Context: an optimization exercise on an open-source flow, tuned for small area. The choices shown serve that exercise and are no tape-out recipe.
Power and IR drop assume default switching activity.

==> flow/design.v <==
module vm_core (
    input  wire         clk,
    input  wire         rst,
    input  wire [159:0] image,
    output wire [1:0]   run_state,
    output wire [1:0]   fault_kind,
    output wire [15:0]  fault_addr,
    output wire [7:0]   fault_opcode,
    output wire [2:0]   fault_op,
    output wire [15:0]  ip,
    output wire [15:0]  r1,
    output wire [15:0]  r2,
    output wire [159:0] mem
);
    localparam [3:0] ST_CLR   = 4'd0;    
    localparam [3:0] ST_FETCH = 4'd1;    
    localparam [3:0] ST_D1    = 4'd2;    
    localparam [3:0] ST_D2    = 4'd3;    
    localparam [3:0] ST_SEEK  = 4'd4;    
    localparam [3:0] ST_CMP   = 4'd5;    
    localparam [3:0] ST_EXEC  = 4'd6;    
    localparam [3:0] ST_ALIGN = 4'd7;    
    localparam [3:0] ST_DONE  = 4'd8;
    reg [159:0] m;         
    reg [4:0]   rot;
    reg [15:0]  x0, x1, x2;
    reg [3:0]   st;
    reg [3:0]   cnt;
    reg [7:0]   fb;        
    reg [2:0]   opc;
    reg [1:0]   sa;        
    reg         eq;
    reg         c, c2;
    reg [2:0]   oc;        
    wire [7:0] h0 = m[7:0];
    assign ip  = x0;
    assign r1  = x1;
    assign r2  = x2;
    assign mem = m;
    wire isLD   = (opc == 3'd1);
    wire isST   = (opc == 3'd2);
    wire isADD  = (opc == 3'd3);
    wire isSUB  = (opc == 3'd4);
    wire isJMP  = (opc == 3'd5);
    wire isJE   = (opc == 3'd6);
    wire isADDI = (opc == 3'd7);
    wire [4:0] p       = x0[4:0];
    wire       ip_neg  = x0[15];
    wire       ip_past = !x0[15] && (x0[14:5] != 10'd0 || x0[4:0] >= 5'd20);
    wire       at_ip   = (rot == p);
    wire h0_legal = (h0[7:3] == 5'd0) && (h0[2:0] != 3'd0);
    wire h0_halt  = (h0 == 8'hFF);
    wire opnd_oob = (h0[2:0] == 3'd5 || h0[2:0] == 3'd6) ? (p == 5'd19) :
                    (h0[2:0] == 3'd7) ? (p >= 5'd17) : (p >= 5'd18);
    wire h0_gt2  = (h0 > 8'd2);
    wire h0_gt18 = (h0 > 8'd18);
    wire h0_gt19 = (h0 > 8'd19);
    wire a  = (sa == 2'd0) ? x0[0] : (sa == 2'd1) ? x1[0] : x2[0];
    wire bq = (h0[1:0] == 2'd0) ? x0[0] : (h0[1:0] == 2'd1) ? x1[0] : x2[0];
    wire w0 = m[0];
    wire jumping = isJMP | (isJE & eq);
    wire opA = (isLD | isJMP | isJE) ? 1'b0 : a;
    wire opB = isADD ? bq : isSUB ? ~bq : (isJMP | isJE) ? (w0 & ~cnt[3]) : w0;
    wire res = opA ^ opB ^ c;
    wire c_n = (opA & opB) | (opA & c) | (opB & c);
    wire       dst_r1 = isADD | isSUB | ((isLD | isADDI) & (sa == 2'd1));
    wire       dst_r2 = (isLD | isADDI) & (sa == 2'd2);
    wire       dst_ip = ((isLD | isADDI) & (sa == 2'd0)) | jumping;
    wire lb0 = !jumping && !isJE && !isADDI;           
    wire lb1 = !jumping && !isADDI;                     
    wire lb2 = isADDI;                                  
    wire kb  = (cnt == 4'd0) ? lb0 : (cnt == 4'd1) ? lb1 : (cnt == 4'd2) ? lb2 : 1'b0;
    wire ips = dst_ip ? res : x0[0];
    wire ipo = jumping ? res : (ips ^ kb ^ c2);
    wire c2_n = (ips & kb) | (ips & c2) | (kb & c2);
    wire clr  = (st == ST_CLR);
    wire exec = (st == ST_EXEC);
    wire shreg = clr | exec | (st == ST_CMP);
    wire in0 = clr ? 1'b0 : exec ? ipo : x0[0];
    wire in1 = clr ? 1'b0 : (exec & dst_r1) ? res : x1[0];
    wire in2 = clr ? 1'b0 : (exec & dst_r2) ? res : x2[0];
    wire eq_n = eq & (x1[0] == x2[0]);
    reg        rq;         
    wire       rotate = rq;
    reg        wsh;        
    reg [3:0]  st_n;
    reg        fb_ld;
    reg        end_now;    
    reg [2:0]  oc_n;
    always @* begin
        wsh     = 1'b0;
        st_n    = st;
        fb_ld   = 1'b0;
        end_now = 1'b0;
        oc_n    = 3'd0;
        case (st)
            ST_CLR: if (cnt == 4'd15) st_n = ST_FETCH;
            ST_FETCH: begin
                fb_ld  = 1'b1;
                if (ip_past) begin
                    end_now = 1'b1; oc_n = 3'd7;
                end else if (ip_neg) begin
                    end_now = 1'b1; oc_n = 3'd1;
                end else if (at_ip) begin
                    if (h0_halt) begin
                        end_now = 1'b1; oc_n = 3'd6;
                    end else if (!h0_legal) begin
                        end_now = 1'b1; oc_n = 3'd0;
                    end else if (opnd_oob) begin
                        end_now = 1'b1; oc_n = 3'd2;
                    end else begin
                        st_n = ST_D1;
                    end
                end
            end
            ST_D1: begin
                fb_ld  = isJMP | isJE;
                if (isJMP) begin
                    if (h0_gt19) begin
                        end_now = 1'b1; oc_n = 3'd5;
                    end else st_n = ST_EXEC;
                end else if (isJE) begin
                    st_n = ST_CMP;
                end else if (h0_gt2) begin
                    end_now = 1'b1; oc_n = 3'd0;
                end else begin
                    st_n = ST_D2;
                end
            end
            ST_D2: begin
                if (isLD | isST) begin
                    fb_ld = 1'b1;
                    if (h0_gt18) begin
                        end_now = 1'b1; oc_n = isLD ? 3'd3 : 3'd4;
                    end else st_n = ST_SEEK;
                end else if ((isADD | isSUB) & h0_gt2) begin
                    end_now = 1'b1; oc_n = 3'd0;
                end else st_n = ST_EXEC;
            end
            ST_SEEK: begin
                if (!rq) st_n = ST_EXEC;
            end
            ST_CMP: begin
                fb_ld = 1'b1;
                if (cnt == 4'd15) begin
                    if (eq_n & h0_gt19) begin
                        end_now = 1'b1; oc_n = 3'd5;
                    end else st_n = ST_EXEC;
                end
            end
            ST_EXEC: begin
                wsh = !(isADD | isSUB);
                if (cnt == 4'd15) st_n = ST_FETCH;
            end
            ST_ALIGN: begin
                if (!rq) st_n = ST_DONE;
            end
            default: ;
        endcase
        if (end_now) st_n = ST_ALIGN;
    end
    wire [4:0] rot_inc = (rot == 5'd19) ? 5'd0 : rot + 5'd1;
    wire [159:0] m_rot = {m[7:0], m[159:8]};
    wire [15:0]  w_sh  = {(isST ? a : m[0]), m[15:1]};
    wire sel_rot  = !rst & rotate;
    wire sel_wsh  = !rst & wsh;
    wire sel_hold = !rst & !rotate;           
    wire sel_hw   = !rst & !rotate & !wsh;    
    wire [159:0] m_n = ({160{rst}} & image) | ({160{sel_rot}} & m_rot) |
                       ({144'd0, {16{sel_wsh}} & w_sh}) |
                       ({{144{sel_hold}}, {16{sel_hw}}} & m);
    always @(posedge clk) m <= m_n;
    wire [4:0] rot_n = rq ? rot_inc : rot;
    wire [4:0] fb_n  = fb_ld ? h0[4:0] : fb[4:0];
    wire       d1_jmp = (h0[2:0] == 3'd5) | (h0[2:0] == 3'd6);
    wire       rq_n  = (st_n == ST_FETCH) |
                       ((st_n == ST_D1) & !d1_jmp) |
                       ((st_n == ST_SEEK) & (rot_n != fb_n)) |
                       ((st_n == ST_ALIGN) & (rot_n != 5'd0));
    always @(posedge clk) begin
        if (rst) begin
            rq  <= 1'b0;
            rot <= 5'd0;
            st  <= ST_CLR;
            cnt <= 4'd0;
        end else begin
            if (rotate) rot <= rot_inc;
            rq  <= rq_n;
            st  <= st_n;
            cnt <= (st_n != st) ? 4'd0 : cnt + 4'd1;
        end
    end
    always @(posedge clk) begin
        if (shreg) begin
            x0 <= {in0, x0[15:1]};
            x1 <= {in1, x1[15:1]};
            x2 <= {in2, x2[15:1]};
        end
        if (fb_ld) fb <= h0;
        if (st == ST_FETCH) opc <= h0[2:0];
        if (st == ST_D1) sa <= h0[1:0];
        if (st == ST_D1) eq <= 1'b1;
        else if (st == ST_CMP) eq <= eq_n;
        if (st != ST_EXEC) begin
            c  <= (st_n == ST_EXEC) & isSUB;
            c2 <= 1'b0;
        end else begin
            c  <= c_n;
            c2 <= c2_n;
        end
        if (end_now) oc <= oc_n;
    end
    wire done    = (st == ST_DONE);
    wire faulted = !(oc[2] & oc[1]);
    wire [2:0] fop = faulted ? oc : 3'd0;
    wire f_ip    = (oc == 3'd1) | (oc == 3'd0);
    wire f_fb    = (oc == 3'd2) | (oc == 3'd0);
    wire f_by    = (oc == 3'd3) | (oc == 3'd4) | (oc == 3'd5);
    assign run_state    = !done ? 2'd0 : faulted ? 2'd3 : oc[0] ? 2'd2 : 2'd1;
    assign fault_op     = fop;
    assign fault_kind   = !faulted ? 2'd0 : (oc == 3'd0) ? 2'd1 : 2'd2;
    assign fault_addr   = f_ip ? x0 : (oc == 3'd2) ? 16'd20 :
                          f_by ? {8'd0, fb} : 16'd0;
    assign fault_opcode = f_fb ? fb : f_by ? {5'd0, opc} : 8'd0;
endmodule
export LEC_CHECK = 0
export ABC_AREA = 1
export CAP_MARGIN = 20
export CORE_MARGIN = 2
export CORE_UTILIZATION = 30
export CTS_BUF_LIST = sky130_fd_sc_hd__clkbuf_16
export CTS_CLUSTER_DIAMETER = 120
export CTS_CLUSTER_SIZE = 20
export SLEW_MARGIN = 20
create_clock -name core_clock -period 10.0 [get_ports {clk}]
standard.sh (not shown) runs the stock make flow with config.mk's settings and CLKGATE_MAP_FILE= SYNTH_SCRIPT=/design/flow/synth_recipe.tcl, a recipe that flattens the netlist after the stock synthesis.
==> flow/flow/run.sh <==
#!/bin/bash
export BUFFER_PORTS_ARGS="-buffer_cell sky130_fd_sc_hd__buf_1"
bash standard.sh > standard.log 2>&1
Then changed:
--- a/flow/design.v
+++ b/flow/design.v
@@ -46,10 +46,11 @@
     wire isADDI = (opc == 3'd7);
     wire [4:0] p       = x0[4:0];
     wire       ip_neg  = x0[15];
     wire       ip_past = !x0[15] && (x0[14:5] != 10'd0 || x0[4:0] >= 5'd20);
     wire       at_ip   = (rot == p);
+    wire       rot0    = (rot == 5'd0);
     wire h0_legal = (h0[7:3] == 5'd0) && (h0[2:0] != 3'd0);
     wire h0_halt  = (h0 == 8'hFF);
     wire opnd_oob = (h0[2:0] == 3'd5 || h0[2:0] == 3'd6) ? (p == 5'd19) :
                     (h0[2:0] == 3'd7) ? (p >= 5'd17) : (p >= 5'd18);
     wire h0_gt2  = (h0 > 8'd2);
@@ -78,26 +79,27 @@
     wire shreg = clr | exec | (st == ST_CMP);
     wire in0 = clr ? 1'b0 : exec ? ipo : x0[0];
     wire in1 = clr ? 1'b0 : (exec & dst_r1) ? res : x1[0];
     wire in2 = clr ? 1'b0 : (exec & dst_r2) ? res : x2[0];
     wire eq_n = eq & (x1[0] == x2[0]);
-    reg        rq;         
-    wire       rotate = rq;
+    reg        rotate;     
     reg        wsh;        
     reg [3:0]  st_n;
     reg        fb_ld;
     reg        end_now;    
     reg [2:0]  oc_n;
     always @* begin
+        rotate  = 1'b0;
         wsh     = 1'b0;
         st_n    = st;
         fb_ld   = 1'b0;
         end_now = 1'b0;
         oc_n    = 3'd0;
         case (st)
             ST_CLR: if (cnt == 4'd15) st_n = ST_FETCH;
             ST_FETCH: begin
+                rotate = 1'b1;
                 fb_ld  = 1'b1;
                 if (ip_past) begin
                     end_now = 1'b1; oc_n = 3'd7;
                 end else if (ip_neg) begin
                     end_now = 1'b1; oc_n = 3'd1;
@@ -112,10 +114,11 @@
                         st_n = ST_D1;
                     end
                 end
             end
             ST_D1: begin
+                rotate = !(isJMP | isJE);
                 fb_ld  = isJMP | isJE;
                 if (isJMP) begin
                     if (h0_gt19) begin
                         end_now = 1'b1; oc_n = 3'd5;
                     end else st_n = ST_EXEC;
@@ -136,11 +139,12 @@
                 end else if ((isADD | isSUB) & h0_gt2) begin
                     end_now = 1'b1; oc_n = 3'd0;
                 end else st_n = ST_EXEC;
             end
             ST_SEEK: begin
-                if (!rq) st_n = ST_EXEC;
+                if (rot == fb[4:0]) st_n = ST_EXEC;
+                else rotate = 1'b1;
             end
             ST_CMP: begin
                 fb_ld = 1'b1;
                 if (cnt == 4'd15) begin
                     if (eq_n & h0_gt19) begin
@@ -151,11 +155,12 @@
             ST_EXEC: begin
                 wsh = !(isADD | isSUB);
                 if (cnt == 4'd15) st_n = ST_FETCH;
             end
             ST_ALIGN: begin
-                if (!rq) st_n = ST_DONE;
+                if (rot0) st_n = ST_DONE;
+                else rotate = 1'b1;
             end
             default: ;
         endcase
         if (end_now) st_n = ST_ALIGN;
     end
@@ -168,26 +173,17 @@
     wire sel_hw   = !rst & !rotate & !wsh;    
     wire [159:0] m_n = ({160{rst}} & image) | ({160{sel_rot}} & m_rot) |
                        ({144'd0, {16{sel_wsh}} & w_sh}) |
                        ({{144{sel_hold}}, {16{sel_hw}}} & m);
     always @(posedge clk) m <= m_n;
-    wire [4:0] rot_n = rq ? rot_inc : rot;
-    wire [4:0] fb_n  = fb_ld ? h0[4:0] : fb[4:0];
-    wire       d1_jmp = (h0[2:0] == 3'd5) | (h0[2:0] == 3'd6);
-    wire       rq_n  = (st_n == ST_FETCH) |
-                       ((st_n == ST_D1) & !d1_jmp) |
-                       ((st_n == ST_SEEK) & (rot_n != fb_n)) |
-                       ((st_n == ST_ALIGN) & (rot_n != 5'd0));
     always @(posedge clk) begin
         if (rst) begin
-            rq  <= 1'b0;
             rot <= 5'd0;
             st  <= ST_CLR;
             cnt <= 4'd0;
         end else begin
             if (rotate) rot <= rot_inc;
-            rq  <= rq_n;
             st  <= st_n;
             cnt <= (st_n != st) ? 4'd0 : cnt + 4'd1;
         end
     end
     always @(posedge clk) begin
What happened: Wire length increases by 0.99%. Design area is lower by 2.6%. Worst setup slack loses 0.39 ns. Power went up by 16%. Via count decreases by 3.0%. Global-route usage rose by 0.58 points. Worst hold slack hardly moves. Die area drops by 2.1%. Synthesized area came out lower by 2.1%. Critical path depth rises by 1. Fmax shrinks by 8.4%. Sequential share of layout area rises by 0.99 points.
No run of this note included a check of the RTL's function; only the layout flow was run.

-- separate check: timing with driven ports --
The flow's constraints put no driver on any port. The routed layouts listed below were extracted and timed again, unchanged, in two steps. Step 1: set_driving_cell puts a clkbuf_16 on clk and a buf_2 on each other input, an assumption about the parent block. Step 2 moves the port delays by t, midway between the first and last clock arrival at a register: inputs arrive t later, outputs are due t later. That takes back most of the time a late clock gives input paths. Three values: ideal ports, drivers, drivers and shift; two values: the first two.
| run | shift t [ns] | setup slack, ns | clock arrival spread, ns | pins driven straight from the clock port |
|---|---|---|---|---|
| the first run | 0.538 | 5.699 / 5.652 / 5.441 | 0.038 / 0.039 | 1 |
| the second run | 0.546 | 5.307 / 5.335 / 4.789 | 0.032 / 0.032 | 1 |
After both steps setup and hold are still met in every run listed. For the second run, which loses most, drivers alone change the setup slack by +0.028 ns; drivers and shift together by -0.518 ns.
